From an optimization exercise on the open Yosys and OpenROAD flow, aimed at a short achievable clock period and few clock cycles; shortcuts taken in it are not production practice. The RTL was checked by simulation tests, not by an equivalence proof against the original design. Power is estimated from default activity; no workload was simulated.

`design.v`:
```
module snappy_dec (
    input  wire        clk,
    input  wire        rst,
    input  wire        start,
    input  wire [15:0] src_len,
    input  wire [15:0] dst_cap,
    output wire        busy,
    output reg         done,
    output reg  [7:0]  fault,
    output reg  [31:0] result,
    output reg  [31:0] info0,
    output reg  [31:0] info1,
    output reg         in_re,
    output reg  [15:0] in_addr,
    input  wire [7:0]  in_rdata,
    output reg         out_re,
    output reg  [15:0] out_raddr,
    input  wire [7:0]  out_rdata,
    output reg         out_we,
    output reg  [15:0] out_waddr,
    output reg  [7:0]  out_wdata
);
    localparam [7:0] F_NONE      = 8'h00;
    localparam [7:0] F_VARINT    = 8'h01;
    localparam [7:0] F_COPY_OFF  = 8'h02;
    localparam [7:0] F_LEN_MISM  = 8'h03;
    localparam [7:0] F_TRUNC     = 8'h04;
    localparam [7:0] F_OVERRUN   = 8'h05;
    localparam [7:0] F_DST_SMALL = 8'h21;
    localparam [1:0] M_MEM = 2'd0, M_H1 = 2'd1, M_H2 = 2'd2;
    reg        st_hdr;        
    reg        st_decl;       
    reg        st_tag;        
    reg        st_trl;        
    reg        st_lchk;       
    reg        st_pay;        
    reg        st_end;        
    reg        st_flt;        
    reg        upd;           
    reg        upd_sl;        
    reg        upd_c;         
    reg        upd_l;         
    reg        chk;           
    reg        chk_bad;       
    reg        big;           
    reg        busy_q;        
    reg        idle;          
    reg [15:0] src_len_q;
    reg [15:0] dst_cap_q;
    assign busy = busy_q;
    wire go = start & idle;
    reg        fin;           
    reg        fin_ok;
    reg  [15:0] na;           
    reg         rd_pend;      
    reg         fetch_en;
    reg  [7:0]  iq [0:3];
    reg  [1:0]  iq_wp, iq_rp;
    reg  [2:0]  iq_cnt;
    reg  [7:0]  hb;           
    reg         hv;           
    reg         pop;          
    wire [2:0]  iq_use = iq_cnt + {2'd0, hv} + {2'd0, in_re} + {2'd0, rd_pend};
    wire        issue = fetch_en && (iq_use < 3'd4) && (na != src_len_q);
    wire        h_take = !hv || pop;
    wire        iq_v = (iq_cnt != 3'd0);
    wire        iq_pop  = h_take && iq_v;
    wire        iq_push = rd_pend && !(h_take && !iq_v);
    always @(posedge clk) begin
        if (idle || fin) begin
            in_addr <= 16'd0;
            na      <= (go & ~fin) ? 16'd1 : 16'd0;
        end else begin
            in_addr <= na;               
            if (issue) na <= na + 16'd1;
        end
    end
    always @(posedge clk) begin
        if (rst) begin
            in_re   <= 1'b0;
            rd_pend <= 1'b0;
            iq_wp   <= 2'd0;
            iq_rp   <= 2'd0;
            iq_cnt  <= 3'd0;
            hv      <= 1'b0;
        end else begin
            rd_pend <= in_re;
            if (idle || fin)
                in_re <= go & ~fin;
            else
                in_re <= issue;
            if (fin) begin
                iq_wp  <= 2'd0;
                iq_rp  <= 2'd0;
                iq_cnt <= 3'd0;
                hv     <= 1'b0;
            end else begin
                if (iq_push) iq_wp <= iq_wp + 2'd1;
                if (iq_pop)  iq_rp <= iq_rp + 2'd1;
                if (iq_push && !iq_pop)      iq_cnt <= iq_cnt + 3'd1;
                else if (!iq_push && iq_pop) iq_cnt <= iq_cnt - 3'd1;
                if (h_take) hv <= iq_v || rd_pend;
            end
        end
    end
    always @(posedge clk) begin
        if (iq_push) iq[iq_wp] <= in_rdata;
        if (h_take) hb <= iq_v ? iq[iq_rp] : in_rdata;
    end
    reg         cq_lit  [0:3];
    reg  [1:0]  cq_mode [0:3];
    reg  [15:0] cq_len  [0:3];
    reg  [15:0] cq_src  [0:3];
    reg         cq_one  [0:3];
    reg  [2:0]  cq_wp, cq_rp;     
    wire [2:0]  cq_used  = cq_wp - cq_rp;
    wire        cq_v     = (cq_wp != cq_rp);
    wire        cq_stall = cq_used[2] || (cq_used[1:0] == 2'd3);
    reg         cq_push;
    reg         cq_pop;
    reg  [7:0]  lq [0:15];
    reg  [4:0]  lq_wp, lq_rp;     
    wire        lq_full = (lq_wp[3:0] == lq_rp[3:0]) && (lq_wp[4] != lq_rp[4]);
    wire        lq_v    = (lq_wp != lq_rp);
    reg         lq_push;
    reg         lq_pop;
    always @(posedge clk) begin
        if (rst || fin) begin
            cq_wp <= 3'd0; cq_rp <= 3'd0;
            lq_wp <= 5'd0; lq_rp <= 5'd0;
        end else begin
            if (cq_push) cq_wp <= cq_wp + 3'd1;
            if (cq_pop)  cq_rp <= cq_rp + 3'd1;
            if (lq_push) lq_wp <= lq_wp + 5'd1;
            if (lq_pop)  lq_rp <= lq_rp + 5'd1;
        end
    end
    reg  [16:0] rem;          
    reg         rem_z;        
    reg  [31:0] decl;         
    reg  [2:0]  vn;           
    reg  [16:0] P;            
    reg  [16:0] Pold;         
    reg  [16:0] room;         
    reg  [7:0]  tag;
    reg  [2:0]  tcnt;         
    reg  [2:0]  tidx;         
    reg  [31:0] trl;          
    reg  [16:0] pay;          
    reg  [16:0] alen;         
    reg         alen1;        
    reg  [7:0]  hbyte;        
    reg  [7:0]  f_code;
    reg  [1:0]  f_i0;         
    reg  [1:0]  f_i1;         
    reg  [7:0]  t_code;       
    reg  [1:0]  t_i0;
    reg  [1:0]  t_i1;
    wire [1:0]  hk  = hb[1:0];
    wire [5:0]  hu  = hb[7:2];
    reg  [2:0]  h_tcnt;
    always @(*) begin
        case (hk)
            2'b00:   h_tcnt = (hu >= 6'd60) ? ({1'b0, hu[1:0]} + 3'd1) : 3'd0;
            2'b01:   h_tcnt = 3'd1;
            2'b10:   h_tcnt = 3'd2;
            default: h_tcnt = 3'd4;
        endcase
    end
    wire        h_short = (hk == 2'b00) && (hu < 6'd60);
    wire [6:0]  h_len   = (hk == 2'b01) ? {4'd0, hu[2:0]} + 7'd4 : {1'b0, hu} + 7'd1;
    wire        h_f04t = (rem[16:3] == 14'd0) && (h_tcnt >= rem[2:0]);
    wire        t_f04 = (alen > rem);
    wire        t_f05 = (alen > room);
    wire [31:0] c_off = trl;
    wire        c_f02 = (c_off == 32'd0) || (c_off > {15'd0, P});
    wire        t_f04l = (upd_sl || upd_l) && (t_f04 || big);
    wire        t_f02c = upd_c && c_f02;
    wire        t_bad  = t_f04l || t_f02c || t_f05;
    wire        decl_big = (decl > {16'd0, dst_cap_q});
    reg  [31:0] vbits;
    always @(*) begin
        case (vn)
            3'd0:    vbits = {25'd0, hb[6:0]};
            3'd1:    vbits = {18'd0, hb[6:0], 7'd0};
            3'd2:    vbits = {11'd0, hb[6:0], 14'd0};
            3'd3:    vbits = {4'd0, hb[6:0], 21'd0};
            default: vbits = {hb[3:0], 28'd0};
        endcase
    end
    reg         cur_v;
    reg         s1_v;
    reg         s2_v;
    wire        exec_idle = !cur_v && !cq_v && !s1_v && !s2_v;
    always @(*) begin
        pop     = hv && ((st_hdr && !rem_z) || (st_tag && !rem_z && !cq_stall) || (st_trl && !cq_stall)
                         || (st_pay && !lq_full));
        cq_push = chk && !chk_bad;
        lq_push = st_pay && pop;
        fin     = (st_end && exec_idle) || (st_flt && !in_re && !rd_pend);
        fin_ok  = st_end;
    end
    always @(posedge clk) begin
        if (upd) begin
            cq_lit[cq_wp[1:0]]  <= !upd_c;
            cq_mode[cq_wp[1:0]] <= (c_off[15:0] == 16'd1) ? M_H1 : (c_off[15:0] == 16'd2) ? M_H2 : M_MEM;
            cq_len[cq_wp[1:0]]  <= alen[15:0];
            cq_src[cq_wp[1:0]]  <= P[15:0] - c_off[15:0];
            cq_one[cq_wp[1:0]]  <= alen1;
        end
        if (!lq_full)
            lq[lq_wp[3:0]]      <= hb;
    end
    always @(posedge clk) begin
        if (rst) begin
            st_hdr <= 1'b0; st_decl <= 1'b0; st_tag <= 1'b0; st_trl <= 1'b0;
            st_lchk <= 1'b0; st_pay <= 1'b0; st_end <= 1'b0; st_flt <= 1'b0;
            upd <= 1'b0; upd_sl <= 1'b0; upd_c <= 1'b0; upd_l <= 1'b0;
            chk <= 1'b0; chk_bad <= 1'b0;
            fetch_en <= 1'b0;
            busy_q <= 1'b0;
            idle   <= 1'b1;
        end else begin
            upd <= 1'b0; upd_sl <= 1'b0; upd_c <= 1'b0; upd_l <= 1'b0;
            chk     <= upd && !idle && !fin;
            chk_bad <= t_bad;
            if (idle) begin
                if (go) begin
                    busy_q   <= 1'b1;
                    idle     <= 1'b0;
                    st_hdr   <= 1'b1;
                    fetch_en <= 1'b1;
                end
            end else if (fin) begin
                busy_q   <= 1'b0;
                idle     <= 1'b1;
                st_end   <= 1'b0;
                st_flt   <= 1'b0;
                fetch_en <= 1'b0;
            end else begin
                st_decl <= 1'b0;
                if (upd_c) st_tag <= 1'b1;
                if (upd_l) st_pay <= 1'b1;
                if (st_hdr) begin
                    if (rem_z) begin
                        st_hdr <= 1'b0; st_flt <= 1'b1; fetch_en <= 1'b0;
                    end else if (hv) begin
                        if (!hb[7]) begin
                            st_hdr <= 1'b0; st_decl <= 1'b1; st_tag <= 1'b1;
                        end else if (vn == 3'd4) begin
                            st_hdr <= 1'b0; st_flt <= 1'b1; fetch_en <= 1'b0;
                        end
                    end
                end
                if (st_tag) begin
                    if (rem_z) begin
                        st_tag <= 1'b0; fetch_en <= 1'b0;
                        if (room == 17'd0)
                            st_end <= 1'b1;
                        else
                            st_flt <= 1'b1;
                    end else if (pop) begin
                        st_tag <= 1'b0;
                        if (h_f04t) begin
                            st_flt <= 1'b1; fetch_en <= 1'b0;
                        end else if (h_short) begin
                            st_pay <= 1'b1;
                            upd    <= 1'b1;
                            upd_sl <= 1'b1;
                        end else
                            st_trl <= 1'b1;
                    end
                end
                if (st_trl && pop && tidx + 3'd1 == tcnt) begin
                    st_trl <= 1'b0;
                    if (tag[1:0] == 2'b00)
                        st_lchk <= 1'b1;
                    else begin
                        upd   <= 1'b1;
                        upd_c <= 1'b1;
                    end
                end
                if (st_lchk) begin
                    if (!cq_stall) begin
                        st_lchk <= 1'b0;
                        upd     <= 1'b1;
                        upd_l   <= 1'b1;
                    end
                end
                if (st_pay && pop && pay == 17'd0) begin
                    st_pay <= 1'b0;
                    st_tag <= 1'b1;
                end
                if (chk && chk_bad) begin
                    st_hdr <= 1'b0; st_decl <= 1'b0; st_tag <= 1'b0; st_trl <= 1'b0;
                    st_lchk <= 1'b0; st_pay <= 1'b0; st_end <= 1'b0;
                    upd <= 1'b0; upd_sl <= 1'b0; upd_c <= 1'b0; upd_l <= 1'b0;
                    st_flt <= 1'b1; fetch_en <= 1'b0;
                end
                if (st_decl && decl_big) begin
                    st_tag <= 1'b0; st_trl <= 1'b0; st_pay <= 1'b0; st_end <= 1'b0;
                    upd <= 1'b0; upd_sl <= 1'b0; upd_c <= 1'b0; upd_l <= 1'b0;
                    st_flt <= 1'b1; fetch_en <= 1'b0;
                end
            end
        end
    end
    always @(posedge clk) begin
        if (idle) begin
            src_len_q <= src_len;
            dst_cap_q <= dst_cap;
            rem       <= {1'b0, src_len};
            rem_z     <= (src_len == 16'd0);
            decl      <= 32'd0;
            vn        <= 3'd0;
            P         <= 17'd0;
            Pold      <= 17'd0;
        end else begin
            if (pop) begin
                rem   <= rem - 17'd1;
                rem_z <= (rem == 17'd1);
            end
            if (upd) begin
                Pold <= P;
                P    <= P + alen;
                room <= room - alen;
            end
            if (st_hdr && hv) begin
                decl  <= decl | vbits;
                room  <= decl[16:0] | vbits[16:0];
                vn    <= vn + 3'd1;
                hbyte <= hb;
            end
            if (st_tag) begin
                tag    <= hb;
                tcnt   <= h_tcnt;
                tidx   <= 3'd0;
                pay    <= {11'd0, hu};
                alen   <= {10'd0, h_len};
                alen1  <= (h_len == 7'd1);
                big    <= 1'b0;
            end
            if (st_trl && pop) begin
                case (tidx)
                    3'd0:    trl <= {21'd0, (tag[1:0] == 2'b01) ? tag[7:5] : 3'd0, hb};
                    3'd1:    trl[15:8]  <= hb;
                    3'd2:    trl[23:16] <= hb;
                    default: trl[31:24] <= hb;
                endcase
                tidx <= tidx + 3'd1;
            end
            if (st_lchk) begin
                alen  <= trl[16:0] + 17'd1;
                alen1 <= (trl[16:0] == 17'd0);
                pay   <= trl[16:0];
                big   <= (trl[31:17] != 15'd0) || (trl[16:0] == 17'h1ffff);
            end
            if (st_pay && pop)
                pay <= pay - 17'd1;
        end
    end
    always @(posedge clk) begin
        if (st_hdr && rem_z) begin
            f_code <= F_TRUNC; f_i0 <= 2'd0; f_i1 <= 2'd0;
        end
        if (st_hdr && !rem_z && hv) begin
            f_code <= F_VARINT; f_i0 <= 2'd1; f_i1 <= 2'd0;
        end
        if (st_tag && rem_z) begin
            f_code <= F_LEN_MISM; f_i0 <= 2'd2; f_i1 <= 2'd3;
        end
        if (st_tag && !rem_z) begin
            f_code <= F_TRUNC; f_i0 <= 2'd2; f_i1 <= 2'd3;
        end
        if (st_decl && decl_big) begin
            f_code <= F_DST_SMALL; f_i0 <= 2'd2; f_i1 <= 2'd1;
        end
        if (upd) begin
            t_i0 <= t_f02c ? 2'd3 : 2'd2;
            if (t_f04l) begin
                t_code <= F_TRUNC;    t_i1 <= 2'd2;
            end else if (t_f02c) begin
                t_code <= F_COPY_OFF; t_i1 <= 2'd2;
            end else begin
                t_code <= F_OVERRUN;  t_i1 <= 2'd3;
            end
        end
        if (chk && chk_bad) begin
            f_code <= t_code; f_i0 <= t_i0; f_i1 <= t_i1;
        end
    end
    always @(posedge clk) begin
        if (rst)
            done <= 1'b0;
        else
            done <= fin;
    end
    always @(posedge clk) begin
        begin
            if (fin_ok) begin
                fault  <= F_NONE;
                result <= decl;
                info0  <= 32'd0;
                info1  <= 32'd0;
            end else begin
                fault  <= f_code;
                result <= 32'd0;
                case (f_i0)
                    2'd0:    info0 <= 32'd0;
                    2'd1:    info0 <= {24'd0, hbyte};
                    2'd2:    info0 <= decl;
                    default: info0 <= c_off;
                endcase
                case (f_i1)
                    2'd0:    info1 <= 32'd0;
                    2'd1:    info1 <= {16'd0, dst_cap_q};
                    2'd2:    info1 <= {15'd0, Pold};
                    default: info1 <= {15'd0, P};
                endcase
            end
        end
    end
    reg         cur_lit;
    reg  [1:0]  cur_mode;
    reg  [15:0] cur_cnt;
    reg         cur_last;
    reg  [15:0] cur_src;
    wire        x_iss  = cur_v && (!cur_lit || lq_v);
    wire        x_free = !cur_v || (x_iss && cur_last);
    wire        x_ld   = x_free && (cq_v || cq_push);    
    always @(*) begin
        cq_pop = x_ld;
        lq_pop = x_iss && cur_lit;
    end
    reg  [1:0]  s1_sel;       
    reg  [7:0]  s1_b;
    reg  [1:0]  s2_sel;
    reg  [7:0]  s2_b;
    reg  [7:0]  hist1;        
    reg  [7:0]  hist2;        
    reg  [7:0]  nbyte;
    reg  [15:0] wa;           
    always @(*) begin
        case (s2_sel)
            2'd0:    nbyte = out_rdata;
            2'd1:    nbyte = hist1;
            2'd2:    nbyte = hist2;
            default: nbyte = s2_b;
        endcase
    end
    always @(posedge clk) begin
        if (rst || fin) begin
            cur_v    <= 1'b0;
            s1_v     <= 1'b0;
            s2_v     <= 1'b0;
            out_re   <= 1'b0;
            out_we   <= 1'b0;
        end else begin
            if (x_ld)
                cur_v <= 1'b1;
            else if (x_iss && cur_last)
                cur_v <= 1'b0;
            s1_v   <= x_iss;
            out_re <= x_iss && !cur_lit && (cur_mode == M_MEM);
            s2_v   <= s1_v;
            out_we <= s2_v;
        end
    end
    always @(posedge clk) begin
        if (x_ld) begin
            cur_lit  <= cq_lit[cq_rp[1:0]];
            cur_mode <= cq_mode[cq_rp[1:0]];
            cur_cnt  <= cq_len[cq_rp[1:0]];
            cur_last <= cq_one[cq_rp[1:0]];
            cur_src  <= cq_src[cq_rp[1:0]];
        end else if (x_iss) begin
            cur_cnt  <= cur_cnt - 16'd1;
            cur_last <= (cur_cnt == 16'd2);
            cur_src  <= cur_src + 16'd1;
        end
        if (idle)
            wa <= 16'd0;
        else if (s2_v)
            wa <= wa + 16'd1;
        out_raddr <= cur_src;
        s1_sel    <= cur_lit ? 2'd3 : cur_mode;
        s1_b      <= lq[lq_rp[3:0]];
        s2_sel    <= s1_sel;
        s2_b      <= s1_b;
        out_waddr <= wa;
        out_wdata <= nbyte;
        if (s2_v) begin
            hist1 <= nbyte;
            hist2 <= hist1;
        end
    end
endmodule
```
`flow/run.sh`:
```
#!/bin/bash
set -euo pipefail
bash standard.sh SETUP_SLACK_MARGIN=7.2 finish > flow_make.log 2>&1
```
`standard.sh`:
```
#!/bin/bash
# synth_recipe.tcl (not shown) runs the flow's synth.tcl, then flattens the netlist and writes it again
# the make line also repeats each setting of config.mk as NAME=value (left out here)
make -C /OpenROAD-flow-scripts/flow DESIGN_CONFIG=/design/flow/config.mk WORK_HOME=/design/flow/orfs CLKGATE_MAP_FILE= SYNTH_SCRIPT=/design/flow/synth_recipe.tcl "${@:-finish}"
```
`config.mk`:
```
export PLATFORM = sky130hd
export DESIGN_NAME = snappy_dec
export DESIGN_NICKNAME = snappy_dec
export VERILOG_FILES = /design/flow/design.v
export SDC_FILE = /design/flow/constraint.sdc
export NUM_CORES = 4
export LEC_CHECK = 0
export ABC_CLOCK_PERIOD_IN_PS = 3000
export CAP_MARGIN = 20
export CORE_MARGIN = 2
export CORE_UTILIZATION = 60
export CTS_CLUSTER_DIAMETER = 60
export CTS_CLUSTER_SIZE = 30
export SLEW_MARGIN = 20
```
`constraint.sdc`:
```
create_clock -name core_clock -period 10.0 [get_ports {clk}]
set_input_delay 2.0000 -clock core_clock [delete_from_list [all_inputs] [get_ports {clk}]]
set_output_delay 2.0000 -clock core_clock [all_outputs]
set_load 0.01 [all_outputs]
```
==> metrics.csv, run 1 <==
metric,value,unit
relative slew slack,27.2,%
Hold Path Origin,s1_b[3]$_DFF_P_,
final net count,3315,
setup TNS,0,ps
router iterations before antenna repair,7,
Final GP Congestion,0.886,
Required @ worst endpoint,8000,ps
Area Overhead vs Synth,15.5,%
final core occ,70.1,%
Die Span Y,251,um
most numerous cell in the Yosys netlist,edfxtp_1,
worst setup path category,flip-flop to output port,
Place WS,5700,ps
largest net degree at the start of global routing,92,
Port Buf Inserts,196,
crit-path max cell delay,380,ps
Post-DP HPWL,59.8,mm
Placed Cells incl. Taps,3750,
"FFs w/ async S/R, synth",0,%
"Seq/Total Area, Yosys",61.2,%
Synth top area share,44.8,%
Reg2Reg Setup Slack,7020,ps
remaining antenna violation count,0,
Clock Pin Slew Worst Setup and Hold Paths,100,ps
Critical Path Slowest Stage Cell,dfxtp_4,
Root Driver,clkbuf_16,
die area,62900,um2
CP Max Fanout,1,
Diodes inserted,0,
Max clock buf depth,3,
CTS buffer count,48,
CTS tree,built,
Worst Setup SP,out_we$_SDFF_PP0_,
vias per std cell,5.95,
Yosys reg bits,845,
CP Launch Type,flip-flop,
Total GRT Usage,28.5,%
post-route DRC violation count,0,
total power,7.60,mW
DRT iter0 DRCs,2091,
final wirelength,90.5,mm
Site Rows,90,
leakage power,15.8,nW
reg2reg start,room[0]$_DFFE_PP_,
clk latency of the worst-skew pair,630,ps
Power Density,180,nW/um2
YS warnings,1,
commonest cells in the netlist,"edfxtp_1 (545), dfxtp_1 (300), nor2_1 (270)",
routed len/inst,23.0,um
synthesized netlist cell count,2877,
total number of vias,23400,
CP top delay family,flip-flops,
Post-synth EDFFs,545,
Slew Limit Fails,0,
"Hold Vio Cnt, Final",0,
run status,"complete, no violations",
grt ovf,0,
sum of buffers and inverters on the critical path,1,
Worst VDD drop,0.174,mV
Synth area leaders,"edfxtp_1 (45%), dfxtp_1 (16%), mux4_2 (5.7%)",
final worst-path cycle share,31.4,%
initial antenna violation count,2,
layout cells sized above 1,21.5,%
"Critical Path, Cell by Cell",buf_6,
die extent in x,251,um
"Setup violations, final",0,
syn_area_per_cell,12.7,um2
first-pass GRT wire length,136,mm
total core area,60200,um2
clock skew,32.9,ps
Synth area leader,edfxtp_1,
Slew @ Worst Pin,1090,ps
unrepaired setup endpoints after global routing,true,
mapped cell area,36600,um2
Yosys cell types,71,
total of max-cap violations,0,
fin cells,3936,
Tmin final,3140,ps
worst path arrival time,1140,ps
HP Class,flip-flop to flip-flop,
I/O pin cnt,216,
Setup crit end kind,output port,
CTS Sinks,845,
"Primary FF master, synth",edfxtp_1,
Initial Util,60.7,%
vias in the first global route,22800,
post-route setup slack,6860,ps
maximum clock rate,318,MHz
CTS H-Tree Depth,2,
cts hold-fix bufs,0,
per-layer routing:
metal  part of all wire, %  vias up  global-route usage, %
met2                    48      880                   46.4
met5                 0.011        -                      0
met4                   2.9        2                   8.57
li1                      -    10800                      -
met1                    42    11600                   40.4
met3                   6.8      163                   4.02
repair_timing:
action                                  4_1_cts  5_1_grt
endpoints found under the hold margin         0        0
resized for setup                           769      141
pin swaps                                    27       47
gates cloned                                  3        2
buffers inserted                             53       38
endpoints found under the setup margin      391      361
path summary, 6_finish.rpt:
check                  endpoint  cells after the start
max reg2reg  room[16]$_DFFE_PP_                     12
min reg2reg     s2_b[3]$_DFF_P_                      0
min             s2_b[3]$_DFF_P_                      0
max                      out_we                      1
sequential cells by signal (all words and copies together) (netlist names), 17 cells and up, named ones only:
name and flops:
decl 32, cq_src 64, pay 17, room 17, trl 32, result 32
info0 32, P 17, rem 17, info1 17, cq_len 64, Pold 17
lq 128, alen 17, iq 32
layout make-up:
class / instances / area [um2]
Clock buffer: 55 / 1270
Clock inverter: 35 / 434
Fill cell: 4193 / 18000
Inverter: 143 / 552
Multi-Input combinational cell: 1753 / 13600
Sequential cell: 845 / 22500
Tap cell: 782 / 978
Timing Repair Buffer: 323 / 2880
stage by stage:
stage | hold slack, ps | area (um2)
floorplan | 310 | 36700
global placement | 314 | 39200
detailed placement | 313 | 39200
CTS | 336 | 41400
global route | 343 | 42200
finish | 335 | 42200
cell usage in the layout, fill, tap and decap left out, types with 80 or more instances in the layout:
master | Yosys | layout
a21oi_1 | 132 | 118
mux4_2 | 92 | 92
xnor2_1 | 104 | 99
nor2_1 | 270 | 268
buf_4 | 22 | 108
ha_1 | 144 | 133
and2_1 | 98 | 93
buf_6 | 1 | 80
dfxtp_2 | 0 | 83
inv_1 | 143 | 133
edfxtp_1 | 545 | 545
dfxtp_1 | 300 | 209
o21ai_0 | 104 | 97
nand2_1 | 167 | 161
power by group:
group / switching, mW / total [mW] / internal [mW]
Clock: 1.26 / 2.28 / 1.02
Sequential: 0.132 / 4.12 / 3.99
Combinational: 0.687 / 1.20 / 0.509
Total: 2.08 / 7.60 / 5.52
kinds of logic after synthesis:
| logic type | after synthesis | synth area share [%] |
|---|---|---|
| xor+xnor | 183 | 4.38 |
| compound gates | 395 | 6.63 |
| simple gates | 821 | 10.9 |
| buf+inv | 298 | 3.32 |
| mux | 184 | 8.28 |
| fa+ha+maj | 150 | 5.26 |
| other cells | 1 | 0.0103 |
| flops | 845 | 61.2 |
Testbench counts, summed over its fixed seeds: cycles 151,834.
==> inputs of run 2 (changes only) <==
--- a/config.mk
+++ b/config.mk
@@ -9,6 +9,4 @@
 export CAP_MARGIN = 20
 export CORE_MARGIN = 2
-export CORE_UTILIZATION = 60
-export CTS_CLUSTER_DIAMETER = 60
-export CTS_CLUSTER_SIZE = 30
+export CORE_UTILIZATION = 67
 export SLEW_MARGIN = 20
==> run 2 against run 1 <==
  * Fmax is 0.42% higher
  * Largest power group unchanged
  * Combinational power hardly changed
  * Via count is 3.5% higher
==> metrics.csv, run 2 <==
metric,value,unit,change
I/O pin cnt,216,,unchanged
crit-path max cell delay,390,ps,about the same
Root Driver,clkbuf_16,,
remaining antenna violation count,0,,unchanged
"Hold Vio Cnt, Final",0,,unchanged
CTS tree,built,,
Power Density,195,nW/um2,+8.4%
CP Max Fanout,2,,+1
first-pass GRT wire length,139,mm,+2.1%
vias in the first global route,23900,,+4.8%
CP Launch Type,flip-flop,,
Yosys cell types,71,,unchanged
final core occ,79.9,%,+9.8 points
Post-synth EDFFs,545,,unchanged
"Primary FF master, synth",edfxtp_1,,
grt ovf,0,,unchanged
mapped cell area,36600,um2,unchanged
"Seq/Total Area, Yosys",61.2,%,unchanged
clock skew,39.8,ps,+6.90 ps
CP top delay family,flip-flops,,
"Critical Path, Cell by Cell",buf_6,,
Site Rows,85,,-5.6%
HP Class,flip-flop to flip-flop,,
worst setup path category,flip-flop to output port,,
worst path arrival time,1130,ps,about the same
Critical Path Slowest Stage Cell,dfxtp_4,,
Fill cells,3082,,-26%
final worst-path cycle share,31.3,%,-0.13 points
vias per std cell,6.19,,+4.1%
router iterations before antenna repair,6,,-1
Synth area leaders,"edfxtp_1 (45%), dfxtp_1 (16%), mux4_2 (5.7%)",,
run status,"complete, no violations",,
relative slew slack,29.0,%,+1.8 points
commonest cells in the netlist,"edfxtp_1 (545), dfxtp_1 (300), nor2_1 (270)",,
die area,56500,um2,-10%
die extent in x,238,um,-5.3%
maximum clock rate,320,MHz,+0.42%
Largest register FFs,128,,unchanged
Total GRT Usage,32.9,%,+4.4 points
total of max-cap violations,0,,unchanged
Slew @ Worst Pin,1060,ps,-27.4 ps
CTS Sinks,845,,unchanged
Setup crit end kind,output port,,
Synth area leader,edfxtp_1,,
synthesized netlist cell count,2877,,unchanged
Final GP Congestion,0.971,,+9.6%
layout cells sized above 1,22.3,%,+0.87 points
Max clock buf depth,3,,unchanged
most frequent cells in the layout,"edfxtp_1 (545), nor2_1 (268), dfxtp_1 (200), nand2_1 (161), ha_1 (134)",,
Synth top area share,44.8,%,unchanged
largest net degree at the start of global routing,85,,-7.6%
post-route DRC violation count,0,,unchanged
leakage power,16.2,nW,+2.5%
YS warnings,1,,unchanged
"Setup violations, final",0,,unchanged
Area Overhead vs Synth,17.9,%,
setup TNS,0,ps,unchanged
Required @ worst endpoint,8000,ps,about the same
Post-DP HPWL,58.5,mm,-2.2%
sum of buffers and inverters on the critical path,1,,unchanged
"most common cell after layout, fill and taps aside",edfxtp_1,,
Port Buf Inserts,196,,unchanged
Initial Util,67.8,%,+7.1 points
total number of vias,24200,,+3.5%
clk latency of the worst-skew pair,640,ps,about the same
initial antenna violation count,3,,+1
total core area,53900,um2,-10%
CTS buffer count,81,,+69%
"FFs w/ async S/R, synth",0,%,unchanged
CTS H-Tree Depth,3,,+1
routed len/inst,24.0,um,+4.2%
final wirelength,93.7,mm,+3.6%
Die Span Y,238,um,-5.3%
Yosys reg bits,845,,unchanged
unrepaired setup endpoints after global routing,true,,
most numerous cell in the Yosys netlist,edfxtp_1,,
syn_area_per_cell,12.7,um2,unchanged
Tmin final,3130,ps,-13.3 ps
Clock Pin Slew Worst Setup and Hold Paths,60,ps,-40 ps
DRT iter0 DRCs,2535,,+21%
Worst VDD drop,0.199,mV,+14%
final net count,3347,,+0.97%
Slew Limit Fails,0,,unchanged
## run 2: cell count changes in the layout (fill, tap and decap cells not counted), sizes merged
cell,delta
clkbuf,+74
inv,-18
clkdlybuf4s50,+10
dlymetal6s2s,-10
clkinv,+5
diode,+2
buf,-1
bufinv,+1
clkinvlp,+1
dlygate4sd2,-1
## run 2: layout make-up
class,count,area (um2),area share [%]
diodes,2,5.00,0.0116
inverters,143,549,1.27
clock inverters,24,215,0.499
well taps,696,871,2.02
clock buffers,128,2450,5.68
flip-flops and latches,845,22500,52.2
multi-input cells,1753,13600,31.6
repair buffers,322,2880,6.69
## run 2: layer usage
layer	GRT usage (%)	wire, um	up-vias
met5	0	0	-
li1	-	-	10900
met4	13.7	4040	0
met1	44.2	36500	11900
met3	5.56	7940	245
met2	53.8	45200	1173
## run 2: logic make-up after synthesis
family | synth area share (%)
xor gates and xnor gates | 4.38
muxes | 8.28
and+or+nand+nor | 10.9
buffers and inverters | 3.32
adders and majority gates | 5.26
DFF | 61.2
other | 0.0103
AOI/OAI and AO/OA | 6.63
## run 2: power by group
group / internal [mW] / leakage (nW) / switching (mW) / total, mW
logic: 0.519 / 7.34 / 0.711 / 1.23
clock network: 1.74 / 1.30 / 1.30 / 3.04
registers: 4.00 / 7.51 / 0.134 / 4.13
total: 6.26 / 16.2 / 2.15 / 8.40
## run 2: repair_timing
action,CTS,global route
resized for setup,771,140
setup buffers,52,37
pin swaps,29,49
setup endpoints to repair,434,356
gates cloned,3,2
hold buffers,0,0
endpoints found under the hold margin,0,0
## run 2: per-stage QoR
stage               area [um2]  std cells  hold WS [ps]  power [mW]  setup WS, ps
floorplan                36700       2895           310        4.78          7010
global placement         39100       3665           313        5.14          5750
detailed placement       39100       3665           312        5.18          5590
CTS                      42200       3872           325        8.32          6850
global route             43100       3911           328        8.63          6820
finish                   43100       3913           324        8.40          6870
## run 2: path summary, 6_finish.rpt
| path | depth (start not counted) | startpoint | slack (ps) | to |
|---|---|---|---|---|
| worst min register to register | 0 | s1_b[0]$_DFF_P_ | 320 | s2_b[0]$_DFF_P_ |
| worst max-delay path | 1 | in_re$_SDFF_PP0_ | 6870 | in_re |
| worst max register to register | 14 | lq_wp[3]$_SDFFE_PP0N_ | 6940 | iq_cnt[2]$_SDFFE_PP0P_ |
| worst min-delay path | 0 | s1_b[0]$_DFF_P_ | 320 | s2_b[0]$_DFF_P_ |
==> inputs of run 3 (changes only) <==
--- a/config.mk
+++ b/config.mk
@@ -9,4 +9,4 @@
 export CAP_MARGIN = 20
 export CORE_MARGIN = 2
-export CORE_UTILIZATION = 67
+export CORE_UTILIZATION = 45
 export SLEW_MARGIN = 20
==> run 3 against run 2 <==
  * Via count is 2.8% lower
  * Fmax down 0.45%
  * Synthesized cell count stayed put
==> metrics.csv, run 3 <==
metric,value,unit,change
Yosys reg bits,845,,unchanged
relative slew slack,30.7,%,+1.7 points
leakage power,16.3,nW,+0.93%
total number of vias,23600,,-2.8%
register area,22500,um2,+0.14%
Post-synth EDFFs,545,,unchanged
CP Max Fanout,3,,+1
final core occ,54.6,%,-25 points
most numerous cell in the Yosys netlist,edfxtp_1,,
clk latency of the worst-skew pair,670,ps,+30 ps
die extent in x,289,um,+22%
Min Hold Slack,327,ps,+2.86 ps
routed len/inst,22.4,um,-6.5%
Post-DP HPWL,62.8,mm,+7.4%
Slew Limit Fails,0,,unchanged
crit-path max cell delay,380,ps,about the same
CP top delay family,flip-flops,,
Yosys cell types,71,,unchanged
first-pass GRT wire length,144,mm,+3.0%
YS warnings,1,,unchanged
syn_area_per_cell,12.7,um2,unchanged
Final GP Congestion,0.912,,-6.1%
Clock Pin Slew Worst Setup and Hold Paths,60,ps,about the same
Synth top area share,44.8,%,unchanged
Diodes inserted,0,,-2
Total GRT Usage,22.8,%,-10 points
DRT iter0 DRCs,2144,,-15%
Required @ worst endpoint,8000,ps,about the same
post-route DRC violation count,0,,unchanged
Synth area leader,edfxtp_1,,
Fill cells,6587,,+110%
vias in the first global route,23500,,-1.6%
"Hold Vio Cnt, Final",0,,unchanged
worst setup path category,flip-flop to output port,,
"Critical Path, Cell by Cell",buf_6,,
CTS buffer count,88,,+8.6%
final net count,3357,,+0.30%
Synth area leaders,"edfxtp_1 (45%), dfxtp_1 (16%), mux4_2 (5.7%)",,
maximum clock rate,318,MHz,-0.45%
I/O pin cnt,216,,unchanged
Port Buf Inserts,196,,unchanged
"Seq/Total Area, Yosys",61.2,%,unchanged
Critical Path Slowest Stage Cell,dfxtp_4,,
final wirelength,96.1,mm,+2.5%
largest net degree at the start of global routing,96,,+13%
worst path arrival time,1140,ps,about the same
Max clock buf depth,3,,unchanged
"FFs w/ async S/R, synth",0,%,unchanged
HP Class,flip-flop to flip-flop,,
grt ovf,0,,unchanged
Root Driver,clkbuf_16,,
Slew @ Worst Pin,1040,ps,-25.9 ps
initial antenna violation count,5,,+2
setup TNS,0,ps,unchanged
CTS Sinks,845,,unchanged
router iterations before antenna repair,5,,-1
most frequent cells in the layout,"edfxtp_1 (545), nor2_1 (267), dfxtp_1 (186), nand2_1 (161)",,
Area Overhead vs Synth,20.3,%,
total core area,80500,um2,+49%
mapped cell area,36600,um2,unchanged
Tmin final,3140,ps,+14.0 ps
"most common cell after layout, fill and taps aside",edfxtp_1,,
synthesized netlist cell count,2877,,unchanged
unrepaired setup endpoints after global routing,true,,
CTS H-Tree Depth,3,,unchanged
run status,"complete, no violations",,
Setup crit end kind,output port,,
remaining antenna violation count,0,,unchanged
Worst VDD drop,0.143,mV,-28%
"Setup violations, final",0,,unchanged
die area,83500,um2,+48%
sum of buffers and inverters on the critical path,1,,unchanged
final worst-path cycle share,31.4,%,+0.14 points
CTS tree,built,,
"Primary FF master, synth",edfxtp_1,,
clock skew,33.1,ps,-6.71 ps
total of max-cap violations,0,,unchanged
Site Rows,104,,+22%
Die Span Y,289,um,+22%
Largest register FFs,128,,unchanged
vias per std cell,5.49,,-11%
commonest cells in the netlist,"edfxtp_1 (545), dfxtp_1 (300), nor2_1 (270)",,
multi-input logic area,13600,um2,about the same
layout cells sized above 1,23.3,%,+0.97 points
Power Density,197,nW/um2,+0.77%
CP Launch Type,flip-flop,,
Initial Util,45.4,%,-22 points
-- run 3: kinds of logic after synthesis --
family / synth area share, %
buffers and inverters: 3.32
adder cells (fa/ha/maj): 5.26
flip-flops: 61.2
XOR/XNOR: 4.38
AND/OR/NAND/NOR: 10.9
AO/OA/AOI/OAI: 6.63
multiplexers: 8.28
other: 0.0103
-- run 3: through the flow --
step | instance area, um2 | power, mW | cells | setup WS, ps
floorplan | 36700 | 4.78 | 2895 | 7010
global placement | 39600 | 5.16 | 4029 | 5740
detailed placement | 39600 | 5.19 | 4029 | 5650
CTS | 43300 | 8.66 | 4267 | 6830
global route | 44000 | 8.95 | 4291 | 6810
finish | 44000 | 8.65 | 4291 | 6860
-- run 3: path summary, 6_finish.rpt --
kind | from | endpoint | slack, ps | depth (start not counted)
worst max-delay path | busy_q$_SDFFE_PP0P_ | busy | 6860 | 1
worst min-delay path | s1_b[4]$_DFF_P_ | s2_b[4]$_DFF_P_ | 330 | 0
worst max register to register | cq_wp[0]$_SDFFE_PP0P_ | iq_cnt[2]$_SDFFE_PP0P_ | 7010 | 17
worst min register to register | s1_b[4]$_DFF_P_ | s2_b[4]$_DFF_P_ | 330 | 0
-- run 3: repair_timing --
item,in CTS,in global routing
cloned,5,0
hold buffers,0,0
pin swaps,29,33
gates resized for setup,814,132
buffers inserted,68,24
setup endpoints to repair,400,320
-- run 3: per-layer routing --
layer  part of all wire, %  GRT usage (%)  vias to the layer above  wire length (um)
met4                   2.9           7.15                        4              2830
met1                    43           30.8                    11800             41700
met2                    47           37.3                      738             45600
met3                   6.2           4.40                      156              5930
met5                 0.027              0                        -                26
li1                      -              -                    10900                 -
-- run 3: power breakdown --
| group | leakage [nW] | internal [mW] | switching [mW] |
|---|---|---|---|
| clock network | 1.45 | 1.91 | 1.39 |
| logic | 7.33 | 0.534 | 0.677 |
| registers | 7.52 | 3.99 | 0.147 |
-- run 3: layout make-up --
class,instances,area share (%)
inverter,143,1.25
clock inverter,39,0.959
timing repair buffer,325,6.82
multi-input combinational,1753,31.0
clock buffer,126,5.73
sequential,845,51.3
tap,1060,3.02
==> inputs of run 4 (changes only) <==
--- a/config.mk
+++ b/config.mk
@@ -9,4 +9,4 @@
 export CAP_MARGIN = 20
 export CORE_MARGIN = 2
-export CORE_UTILIZATION = 45
+export CORE_UTILIZATION = 50
 export SLEW_MARGIN = 20
==> run 4 against run 3 <==
  * Critical path type unchanged
  * First-iteration DRC count shrank 12%
  * Still clean
  * Via count barely moved
  * Worst hold slack got worse by 4.1 ps
==> metrics.csv, run 4 <==
metric,value,unit,change
Total GRT Usage,24.9,%,+2.1 points
Max clock buf depth,3,,unchanged
Slew Limit Fails,0,,unchanged
synthesized netlist cell count,2877,,unchanged
reg2reg start,cq_wp[0]$_SDFFE_PP0P_,,
total core area,72700,um2,-9.7%
CP Launch Type,flip-flop,,
initial antenna violation count,2,,-3
CTS buffer count,89,,+1.1%
Post-synth EDFFs,545,,unchanged
Post-DP HPWL,62.6,mm,-0.35%
syn_area_per_cell,12.7,um2,unchanged
Area Overhead vs Synth,19.8,%,
YS warnings,1,,unchanged
router iterations before antenna repair,7,,+2
total of max-cap violations,0,,unchanged
worst hold stages,0,,unchanged
sum of buffers and inverters on the critical path,1,,unchanged
worst setup path category,flip-flop to output port,,
"Setup violations, final",0,,unchanged
routed len/inst,22.6,um,+1.2%
Diodes inserted,0,,unchanged
Worst VDD drop,0.214,mV,+50%
Final GP Congestion,0.904,,-0.90%
most frequent cells in the layout,"edfxtp_1 (545), nor2_1 (268), dfxtp_1 (185), nand2_1 (162)",,
DRT iter0 DRCs,1888,,-12%
relative slew slack,29.6,%,-1.2 points
remaining antenna violation count,0,,unchanged
Power Density,198,nW/um2,+0.94%
sequential share of power,47.6,%,-0.3 points
final net count,3358,,+0.030%
final worst-path cycle share,31.1,%,-0.29 points
"Seq/Total Area, Yosys",61.2,%,unchanged
Min Hold Slack,323,ps,-4.12 ps
Yosys reg bits,845,,unchanged
worst r2r path cells,17,,unchanged
Adder-Cell Fraction of Synth Area,5.26,%,unchanged
commonest cells in the netlist,"edfxtp_1 (545), dfxtp_1 (300), nor2_1 (270)",,
combinational family with the most area after synthesis,simple AND/OR/NAND/NOR gates,,
register area,22500,um2,about the same
die extent in x,274,um,-5.1%
Compound-Gate Fraction of Synth Area,6.63,%,unchanged
multi-input logic area,13500,um2,-0.76%
most numerous cell in the Yosys netlist,edfxtp_1,,
CTS tree,built,,
clock skew,32.3,ps,-0.798 ps
Hold Path Origin,s1_b[4]$_DFF_P_,,
Min-Delay Endpoint,s2_b[4]$_DFF_P_,,
Port Buf Inserts,196,,unchanged
XOR/XNOR share of the synthesized area,4.38,%,unchanged
Die Span Y,274,um,-5.1%
Fill cells,5763,,-13%
CP Max Fanout,1,,-2
CP top delay family,flip-flops,,
mapped cell area,36600,um2,unchanged
simple-gate portion of the synthesized area,10.9,%,unchanged
Initial Util,50.3,%,+4.9 points
Tmin final,3110,ps,-29.4 ps
Switch Pwr,2.24,mW,+1.1%
"Hold Vio Cnt, Final",0,,unchanged
post-route DRC violation count,0,,unchanged
vias per std cell,5.62,,+2.4%
worst path arrival time,1110,ps,-30 ps
Clock power frac,38.0,%,about the same
clk latency of the worst-skew pair,640,ps,-30 ps
Critical R2R Capture,iq_cnt[2]$_SDFFE_PP0P_,,
switching share of total power,25.7,%,+0.14 points
final wirelength,94.9,mm,-1.2%
multiplexer share of the synthesized area,8.28,%,unchanged
"most common cell after layout, fill and taps aside",edfxtp_1,,
Critical Path Slowest Stage Cell,dfxtp_4,,
largest net degree at the start of global routing,87,,-9.4%
run status,"complete, no violations",,
CTS Sinks,845,,unchanged
Root Driver,clkbuf_16,,
CTS H-Tree Depth,3,,unchanged
Site Rows,99,,-4.8%
"FFs w/ async S/R, synth",0,%,unchanged
Yosys cell types,71,,unchanged
Clock Pin Slew Worst Setup and Hold Paths,60,ps,about the same
Combinational Power Share,14.4,%,+0.4 points
crit-path max cell delay,360,ps,-20 ps
unrepaired setup endpoints after global routing,true,,
Worst path depth,1,,unchanged
setup TNS,0,ps,unchanged
vias in the first global route,22900,,-2.7%
"Primary FF master, synth",edfxtp_1,,
Synth top area share,44.8,%,unchanged
first-pass GRT wire length,141,mm,-1.8%
Synth area leaders,"edfxtp_1 (45%), dfxtp_1 (16%), mux4_2 (5.7%)",,
I/O pin cnt,216,,unchanged
leakage power,16.3,nW,about the same
layout cells sized above 1,23.2,%,-0.10 points
HP Class,flip-flop to flip-flop,,
Reg2Reg Setup Slack,7100,ps,+90 ps
total number of vias,23600,,-0.013%
grt ovf,0,,unchanged
Required @ worst endpoint,8000,ps,about the same
Synth area leader,edfxtp_1,,
die area,75300,um2,-9.9%
Slew @ Worst Pin,1060,ps,+17.3 ps
"Critical Path, Cell by Cell",buf_6,,
total internal power,6.45,mW,+0.32%
Largest register FFs,128,,unchanged
Setup crit end kind,output port,,
maximum clock rate,321,MHz,+0.95%
==> run 4: cell counts after synthesis <==
Identical to the previous run, type by type.
==> run 4: repair_timing <==
item / 4_1_cts / 5_1_grt
setup endpoints to repair: 404 / 281
hold buffers: 0 / 0
buffers inserted: 47 / 40
pin swaps: 24 / 46
resized for setup: 776 / 156
gates cloned: 5 / 0
==> run 4: cells by family (layout without fill, tap and decap cells) <==
family / count (synthesis) / in the layout
flip-flops: 845 / 845
AND/OR/NAND/NOR: 821 / 822
AO/OA/AOI/OAI: 395 / 395
buffers and inverters: 298 / 634
multiplexers: 184 / 184
XOR/XNOR: 183 / 183
adder cells (fa/ha/maj): 150 / 150
other: 1 / 19
==> run 4: worst max-delay path by stage <==
stage / slack, ps / from / end
after floorplan: 7010 / cq_wp[0]$_SDFFE_PP0P_ / iq_cnt[2]$_SDFFE_PP0P_
after global placement: 6200 / rst / flip-flop
after detailed placement: 6130 / rst / flip-flop
after CTS: 6850 / out_we$_SDFF_PP0_ / out_we
after global routing: 6870 / out_we$_SDFF_PP0_ / out_we
final: 6890 / out_we$_SDFF_PP0_ / out_we
==> run 4: power by group through the flow <==
stage / registers (mW) / clock network (mW) / logic [mW]
floorplan: 4.20 / 0 / 0.581
global placement: 4.19 / 0 / 1.00
detailed placement: 4.20 / 0 / 1.02
CTS: 4.13 / 3.37 / 1.18
global route: 4.15 / 3.50 / 1.33
finish: 4.14 / 3.30 / 1.25
==> run 4: through the flow <==
step                      util (%)  instances  worst slack, ps  power [mW]  cell area, um2
final                         60.2       4191             6890        8.69           43800
after floorplan                  -       2895             7010        4.78           36700
after global placement        54.3       3932             6200        5.20           39500
after detailed placement      54.3       3932             6130        5.22           39500
after global routing          60.2       4191             6870        8.98           43800
after CTS                     59.0       4150             6850        8.68           42900
==> run 4: cell type report <==
| class | count | area share (%) |
|---|---|---|
| well taps | 959 | 2.74 |
| inverters | 143 | 1.27 |
| multi-input cells | 1753 | 30.9 |
| clock inverters | 46 | 1.04 |
| clock buffers | 120 | 5.68 |
| repair buffers | 325 | 6.96 |
| flip-flops and latches | 845 | 51.4 |
==> run 4: layer usage <==
| metal | up-vias | part of all wire (%) | track usage [%] |
|---|---|---|---|
| li1 | 10900 | - | - |
| met1 | 11700 | 44 | 35.1 |
| met2 | 763 | 47 | 39.6 |
| met3 | 160 | 5.9 | 3.59 |
| met4 | 0 | 3.0 | 8.57 |
| met5 | - | 0 | 0 |
==> inputs of run 5 (changes only) <==
==> flow/run.sh (replaced) <==
#!/bin/bash
set -euo pipefail
bash standard.sh SETUP_SLACK_MARGIN=7.5 finish > flow_make.log 2>&1
--- a/config.mk
+++ b/config.mk
@@ -9,4 +9,6 @@
 export CAP_MARGIN = 20
 export CORE_MARGIN = 2
-export CORE_UTILIZATION = 50
+export CORE_UTILIZATION = 60
+export CTS_CLUSTER_DIAMETER = 80
+export CTS_CLUSTER_SIZE = 20
 export SLEW_MARGIN = 20
==> run 5 against run 4 <==
  * Still clean
  * Sequential cell count is the same
  * Cell area shrank 1.0%
  * Clock skew shrank 4.1 ps
  * Synthesized cell count is the same
  * Clock power shrank 37%
  * Largest cell class unchanged
==> metrics.csv, run 5 <==
metric,value,unit,change
largest net degree at the start of global routing,74,,-15%
Die Span Y,251,um,-8.6%
remaining antenna violation count,0,,unchanged
CTS tree,built,,
router iterations before antenna repair,5,,-2
die area,62900,um2,-16%
die extent in x,251,um,-8.6%
Post-DP HPWL,59.4,mm,-5.1%
grt ovf,0,,unchanged
Port Buf Inserts,196,,unchanged
final wirelength,94.5,mm,-0.45%
sum of buffers and inverters on the critical path,1,,unchanged
Reg2Reg Setup Slack,6890,ps,-210 ps
combinational family with the most area after synthesis,simple AND/OR/NAND/NOR gates,,
Worst path depth,1,,unchanged
run status,"complete, no violations",,
Hold Path Origin,s1_b[6]$_DFF_P_,,
Synth area leader,edfxtp_1,,
Slew Limit Fails,0,,unchanged
Root Driver,clkbuf_16,,
Adder-Cell Fraction of Synth Area,5.26,%,unchanged
simple-gate portion of the synthesized area,10.9,%,unchanged
total of max-cap violations,0,,unchanged
HP Class,flip-flop to flip-flop,,
Site Rows,90,,-9.1%
"Seq/Total Area, Yosys",61.2,%,unchanged
CTS buffer count,49,,-45%
Synth area leaders,"edfxtp_1 (45%), dfxtp_1 (16%), mux4_2 (5.7%)",,
Final GP Congestion,0.934,,+3.3%
vias in the first global route,23800,,+3.9%
Critical R2R Capture,iq_cnt[2]$_SDFFE_PP0P_,,
worst path arrival time,1130,ps,+20 ps
Tmin final,3130,ps,+13.2 ps
CP Capture Point,out_we,,
Setup crit end kind,output port,,
total core area,60200,um2,-17%
clk latency of the worst-skew pair,630,ps,about the same
Post-synth EDFFs,545,,unchanged
Fill cells,4115,,-29%
most numerous cell in the Yosys netlist,edfxtp_1,,
Power Density,173,nW/um2,-13%
Yosys reg bits,845,,unchanged
maximum clock rate,320,MHz,-0.42%
Worst Setup SP,out_we$_SDFF_PP0_,,
"Hold Vio Cnt, Final",0,,unchanged
XOR/XNOR share of the synthesized area,4.38,%,unchanged
layout cells sized above 1,25.8,%,+2.6 points
setup TNS,0,ps,unchanged
I/O pin cnt,216,,unchanged
reg2reg start,cq_wp[0]$_SDFFE_PP0P_,,
Max clock buf depth,3,,unchanged
CP top delay family,flip-flops,,
Initial Util,60.7,%,+10 points
first-pass GRT wire length,141,mm,about the same
final net count,3394,,+1.1%
final core occ,72.0,%,+12 points
"Setup violations, final",0,,unchanged
multiplexer share of the synthesized area,8.28,%,unchanged
Compound-Gate Fraction of Synth Area,6.63,%,unchanged
Critical Path Slowest Stage Cell,dfxtp_4,,
vias per std cell,5.97,,+6.3%
most frequent cells in the layout,"edfxtp_1 (545), nor2_1 (261), dfxtp_1 (200), nand2_1 (158), buf_4 (147)",,
commonest cells in the netlist,"edfxtp_1 (545), dfxtp_1 (300), nor2_1 (270)",,
unrepaired setup endpoints after global routing,true,,
Synth top area share,44.8,%,unchanged
"most common cell after layout, fill and taps aside",edfxtp_1,,
Clock Pin Slew Worst Setup and Hold Paths,90,ps,+30 ps
DRT iter0 DRCs,2080,,+10%
mapped cell area,36600,um2,unchanged
Area after DPL,39400,um2,-0.17%
CTS Sinks,845,,unchanged
worst setup path category,flip-flop to output port,,
syn_area_per_cell,12.7,um2,unchanged
worst r2r path cells,18,,+1
leakage power,16.1,nW,-1.6%
CP Launch Type,flip-flop,,
Required @ worst endpoint,8000,ps,about the same
Yosys cell types,71,,unchanged
clock skew,28.2,ps,-4.12 ps
Area Overhead vs Synth,18.6,%,
Largest register FFs,128,,unchanged
Slew @ Worst Pin,1120,ps,+64.9 ps
relative slew slack,25.3,%,-4.3 points
cts hold-fix bufs,0,,unchanged
CTS H-Tree Depth,2,,-1
Total GRT Usage,29.5,%,+4.7 points
total number of vias,24000,,+1.8%
final instance area,43300,um2,-1.0%
CP Max Fanout,1,,unchanged
synthesized netlist cell count,2877,,unchanged
"Primary FF master, synth",edfxtp_1,,
fin cells,4015,,-4.2%
routed len/inst,23.5,um,+3.9%
"Critical Path, Cell by Cell",buf_6,,
initial antenna violation count,1,,-1
YS warnings,1,,unchanged
final worst-path cycle share,31.3,%,+0.13 points
Diodes inserted,0,,unchanged
"FFs w/ async S/R, synth",0,%,unchanged
Worst VDD drop,0.190,mV,-12%
crit-path max cell delay,370,ps,about the same
Placed Cells incl. Taps,3758,,-4.4%
post-route DRC violation count,0,,unchanged
## run 5: cell counts after synthesis
No cell type changed its count.
## run 5: what timing repair did
| action | CTS | global route |
|---|---|---|
| setup buffers | 105 | 48 |
| hold endpoints to repair | 0 | 0 |
| resized for setup | 902 | 178 |
| endpoints found under the setup margin | 577 | 419 |
| gates cloned | 8 | 5 |
| pin swaps | 90 | 84 |
## run 5: worst min-delay path by stage
stage / slack (ps) / end / depth (start not counted)
floorplan: 310 / s2_b[0]$_DFF_P_ / 0
global placement: 310 / s2_b[5]$_DFF_P_ / 0
detailed placement: 320 / s2_b[6]$_DFF_P_ / 0
CTS: 330 / s2_b[6]$_DFF_P_ / 0
global route: 330 / s2_b[4]$_DFF_P_ / 0
finish: 330 / s2_b[6]$_DFF_P_ / 0
## run 5: cell families (layout without fill, tap and decap cells)
family / after synthesis / after routing
compound gates: 395 / 397
xor+xnor: 183 / 183
fa+ha+maj: 150 / 150
buf+inv: 298 / 628
flops: 845 / 845
mux: 184 / 184
other cells: 1 / 19
simple gates: 821 / 827
## run 5: metal layers
| layer | share of wire, % | track usage [%] |
|---|---|---|
| met5 | 0.014 | 0 |
| met4 | 4.0 | 10.3 |
| met3 | 6.8 | 3.97 |
| met2 | 48 | 49.6 |
| met1 | 41 | 40.0 |
## run 5: through the flow
stage          total power, mW  worst slack, ps  hold slack [ps]
2_1_floorplan             4.80             7130              310
3_5_place_dp              5.20             5920              315
3_3_place_gp              5.17             5910              312
5_1_grt                   7.73             6780              334
6_report                  7.49             6870              332
4_1_cts                   7.42             6840              334
## run 5: layout make-up
class	instances	area, um2	area share [%]
Sequential cell	845	22500	52.0
Multi-Input combinational cell	1760	14300	33.0
Timing Repair Buffer	393	3500	8.08
Clock buffer	85	1390	3.21
Tap cell	782	978	2.26
Inverter	143	566	1.30
Clock inverter	6	71.3	0.165
Timing Repair inverter	1	5.00	0.0115
## run 5: where the power goes
| group | internal (mW) | total [mW] | switching [mW] |
|---|---|---|---|
| clock network | 0.965 | 2.09 | 1.13 |
| registers | 3.99 | 4.13 | 0.140 |
| logic | 0.548 | 1.27 | 0.721 |
==> inputs of run 6 (changes only) <==
==> flow/run.sh (replaced) <==
#!/bin/bash
set -euo pipefail
bash standard.sh SETUP_SLACK_MARGIN=7.2 "CTS_ARGS=-sink_clustering_enable -repair_clock_nets -apply_ndr full" finish > flow_make.log 2>&1
--- a/config.mk
+++ b/config.mk
@@ -9,6 +9,4 @@
 export CAP_MARGIN = 20
 export CORE_MARGIN = 2
-export CORE_UTILIZATION = 60
-export CTS_CLUSTER_DIAMETER = 80
-export CTS_CLUSTER_SIZE = 20
+export CORE_UTILIZATION = 50
 export SLEW_MARGIN = 20
==> run 6 against run 5 <==
  * Sequential cell count stayed put
  * Routed wire length is 0.45% higher
  * Sequential share of layout area is 0.52 points lower
  * Worst hold slack worse by 8.8 ps
  * Die area is 20% higher
  * Sequential power hardly changed
  * Final cell count is 4.4% higher
  * Global-route usage is 4.7 points lower
  * Largest cell class unchanged
  * Highest routed layer is now met4
==> metrics.csv, run 6 <==
metric,value,unit,change
run status,"complete, no violations",,
die area,75300,um2,+20%
Tmin final,3110,ps,-13.2 ps
initial antenna violation count,2,,+1
Min Hold Slack,323,ps,-8.79 ps
Yosys reg bits,845,,unchanged
clk latency of the worst-skew pair,640,ps,about the same
vias in the first global route,22900,,-3.8%
switching share of total power,25.7,%,-0.83 points
most frequent cells in the layout,"edfxtp_1 (545), nor2_1 (268), dfxtp_1 (185), nand2_1 (162)",,
I/O pin cnt,216,,unchanged
cts hold-fix bufs,0,,unchanged
Clock Pin Slew Worst Setup and Hold Paths,60,ps,-30 ps
layout cells sized above 1,23.2,%,-2.6 points
Root Driver,clkbuf_16,,
Place WS,6130,ps,+202 ps
commonest cells in the netlist,"edfxtp_1 (545), dfxtp_1 (300), nor2_1 (270)",,
Largest register FFs,128,,unchanged
reg2reg start,cq_wp[0]$_SDFFE_PP0P_,,
Slew @ Worst Pin,1060,ps,-64.9 ps
Initial Util,50.3,%,-10 points
die extent in x,274,um,+9.4%
Area Overhead vs Synth,19.8,%,
largest net degree at the start of global routing,87,,+18%
"FFs w/ async S/R, synth",0,%,unchanged
post-route DRC violation count,0,,unchanged
Port Buf Inserts,196,,unchanged
Reg2Reg Setup Slack,7100,ps,+210 ps
Setup crit end kind,output port,,
final core occ,60.2,%,-12 points
syn_area_per_cell,12.7,um2,unchanged
"Primary FF master, synth",edfxtp_1,,
Slew Limit Fails,0,,unchanged
Worst VDD drop,0.214,mV,+13%
clock skew,32.3,ps,+4.12 ps
"Setup violations, final",0,,unchanged
worst hold stages,0,,unchanged
"Critical Path, Cell by Cell",buf_6,,
maximum clock rate,321,MHz,+0.42%
worst path arrival time,1110,ps,-20 ps
"Seq/Total Area, Yosys",61.2,%,unchanged
mapped cell area,36600,um2,unchanged
Die Span Y,274,um,+9.4%
Min-Delay Endpoint,s2_b[4]$_DFF_P_,,
CTS buffer count,89,,+82%
Synth area leaders,"edfxtp_1 (45%), dfxtp_1 (16%), mux4_2 (5.7%)",,
Total GRT Usage,24.9,%,-4.7 points
CTS tree,built,,
total number of vias,23600,,-1.8%
router iterations before antenna repair,7,,+2
CP Max Fanout,1,,unchanged
final net count,3358,,-1.1%
crit-path max cell delay,360,ps,about the same
total internal power,6.45,mW,+17%
Hold Path Origin,s1_b[4]$_DFF_P_,,
Post-synth EDFFs,545,,unchanged
unrepaired setup endpoints after global routing,true,,
final worst-path cycle share,31.1,%,-0.13 points
vias per std cell,5.62,,-5.9%
routed len/inst,22.6,um,-3.8%
remaining antenna violation count,0,,unchanged
CTS H-Tree Depth,3,,+1
synthesized netlist cell count,2877,,unchanged
Diodes inserted,0,,unchanged
Max clock buf depth,3,,unchanged
first-pass GRT wire length,141,mm,about the same
CTS Sinks,845,,unchanged
sum of buffers and inverters on the critical path,1,,unchanged
"most common cell after layout, fill and taps aside",edfxtp_1,,
CP top delay family,flip-flops,,
Area after DPL,39500,um2,+0.17%
most numerous cell in the Yosys netlist,edfxtp_1,,
HP Class,flip-flop to flip-flop,,
Required @ worst endpoint,8000,ps,about the same
worst r2r path cells,17,,-1
worst setup path category,flip-flop to output port,,
relative slew slack,29.6,%,+4.3 points
Switch Pwr,2.24,mW,+12%
"Hold Vio Cnt, Final",0,,unchanged
Critical Path Slowest Stage Cell,dfxtp_4,,
Yosys cell types,71,,unchanged
Power Density,198,nW/um2,+15%
total power,8.69,mW,+16%
CP Launch Type,flip-flop,,
total core area,72700,um2,+21%
Synth top area share,44.8,%,unchanged
Post-DP HPWL,62.6,mm,+5.4%
Final GP Congestion,0.904,,-3.2%
Placed Cells incl. Taps,3932,,+4.6%
grt ovf,0,,unchanged
total of max-cap violations,0,,unchanged
fin cells,4191,,+4.4%
Site Rows,99,,+10%
final instance area,43800,um2,+1.1%
Synth area leader,edfxtp_1,,
setup TNS,0,ps,unchanged
YS warnings,1,,unchanged
leakage power,16.3,nW,+1.6%
post-route setup slack,6890,ps,+13.2 ps
sequential share of power,47.6,%,-7.5 points
Clock power frac,38.0,%,+10 points
DRT iter0 DRCs,1888,,-9.2%
Critical R2R Capture,iq_cnt[2]$_SDFFE_PP0P_,,
final wirelength,94.9,mm,+0.45%
Combinational Power Share,14.4,%,-2.5 points
[run 6: cell count changes in the layout (fill, tap and decap cells not counted), moves of 14 or more]
cell	change
clkdlybuf4s50_1	+15
a21oi_1	+16
buf_4	-38
ha_4	-16
dfxtp_1	-15
ha_1	+17
dfxtp_2	+19
clkinv_2	+19
buf_2	-32
clkbuf_1	-14
clkbuf_16	+42
[run 6: final cells by class]
| cell class | instances | area [um2] |
|---|---|---|
| clock buffers | 120 | 2490 |
| clock inverters | 46 | 454 |
| fillers | 5763 | 28900 |
| inverters | 143 | 554 |
| multi-input cells | 1753 | 13500 |
| flip-flops and latches | 845 | 22500 |
| well taps | 959 | 1200 |
| repair buffers | 325 | 3050 |
[run 6: per-layer routing]
layer | global-route usage, % | share of wire, % | routed length, um | vias up
met5 | 0 | 0 | 0 | -
met3 | 3.59 | 5.9 | 5600 | 160
met2 | 39.6 | 47 | 44500 | 763
met1 | 35.1 | 44 | 42000 | 11700
met4 | 8.57 | 3.0 | 2870 | 0
li1 | - | - | - | 10900
[run 6: timing repair]
action / 4_1_cts / 5_1_grt
endpoints found under the setup margin: 404 / 281
gates resized for setup: 776 / 156
buffers inserted: 47 / 40
hold endpoints to repair: 0 / 0
pin swaps: 24 / 46
cloned: 5 / 0
[run 6: worst max path at each step]
stage | from | to | depth (start not counted)
floorplan | cq_wp[0]$_SDFFE_PP0P_ | iq_cnt[2]$_SDFFE_PP0P_ | 17
global placement | rst | flip-flop | 5
detailed placement | rst | flip-flop | 5
CTS | out_we$_SDFF_PP0_ | out_we | 1
global route | out_we$_SDFF_PP0_ | out_we | 1
finish | out_we$_SDFF_PP0_ | out_we | 1
[run 6: power by group through the flow]
| stage | Clock [mW] | Combinational, mW | Sequential, mW |
|---|---|---|---|
| floorplan | 0 | 0.581 | 4.20 |
| global placement | 0 | 1.00 | 4.19 |
| detailed placement | 0 | 1.02 | 4.20 |
| CTS | 3.37 | 1.18 | 4.13 |
| global route | 3.50 | 1.33 | 4.15 |
| finish | 3.30 | 1.25 | 4.14 |
[run 6: kinds of logic (layout without fill, tap and decap cells)]
kind of cell	after synthesis	in the layout	share of synthesized area [%]
compound gates	395	395	6.63
flops	845	845	61.2
xor+xnor	183	183	4.38
buf+inv	298	634	3.32
fa+ha+maj	150	150	5.26
other cells	1	19	0.0103
mux	184	184	8.28
simple gates	821	822	10.9

-- port drivers added, routing unchanged --
Ports are ideal in the flow. The routed layouts listed here were re-timed in OpenROAD. Step 1, drivers: a clkbuf_16 drives clk and a buf_2 each remaining input, both assumed. Step 2, shift: input delay + t, output delay - t, t = (earliest + latest rising clock arrival at the registers) / 2. This alone moves slack from input paths to output paths. Three values: ideal ports, drivers, drivers and shift; two values: the first two.
run	t (ns)	slack for setup (ns)	worst hold slack (ns)	cell pins on the clock port's net
run 1	0.681	6.857 / 6.794 / 6.631	0.335 / 0.335 / 0.335	1
run 2	0.688	6.870 / 6.807 / 6.568	0.324 / 0.324 / 0.324	1
run 3	0.721	6.856 / 6.787 / 6.538	0.327 / 0.327 / 0.327	1
run 4	0.696	6.886 / 6.818 / 6.616	0.323 / 0.323 / 0.323	1
run 5	0.684	6.873 / 6.809 / 6.852	0.332 / 0.332 / 0.332	1
run 6	0.696	6.886 / 6.818 / 6.616	0.323 / 0.323 / 0.323	1
After both steps every run listed still meets setup and hold. The setup slack of run 3, which loses most, moves by -0.069 ns with the drivers and by -0.318 ns with both steps.
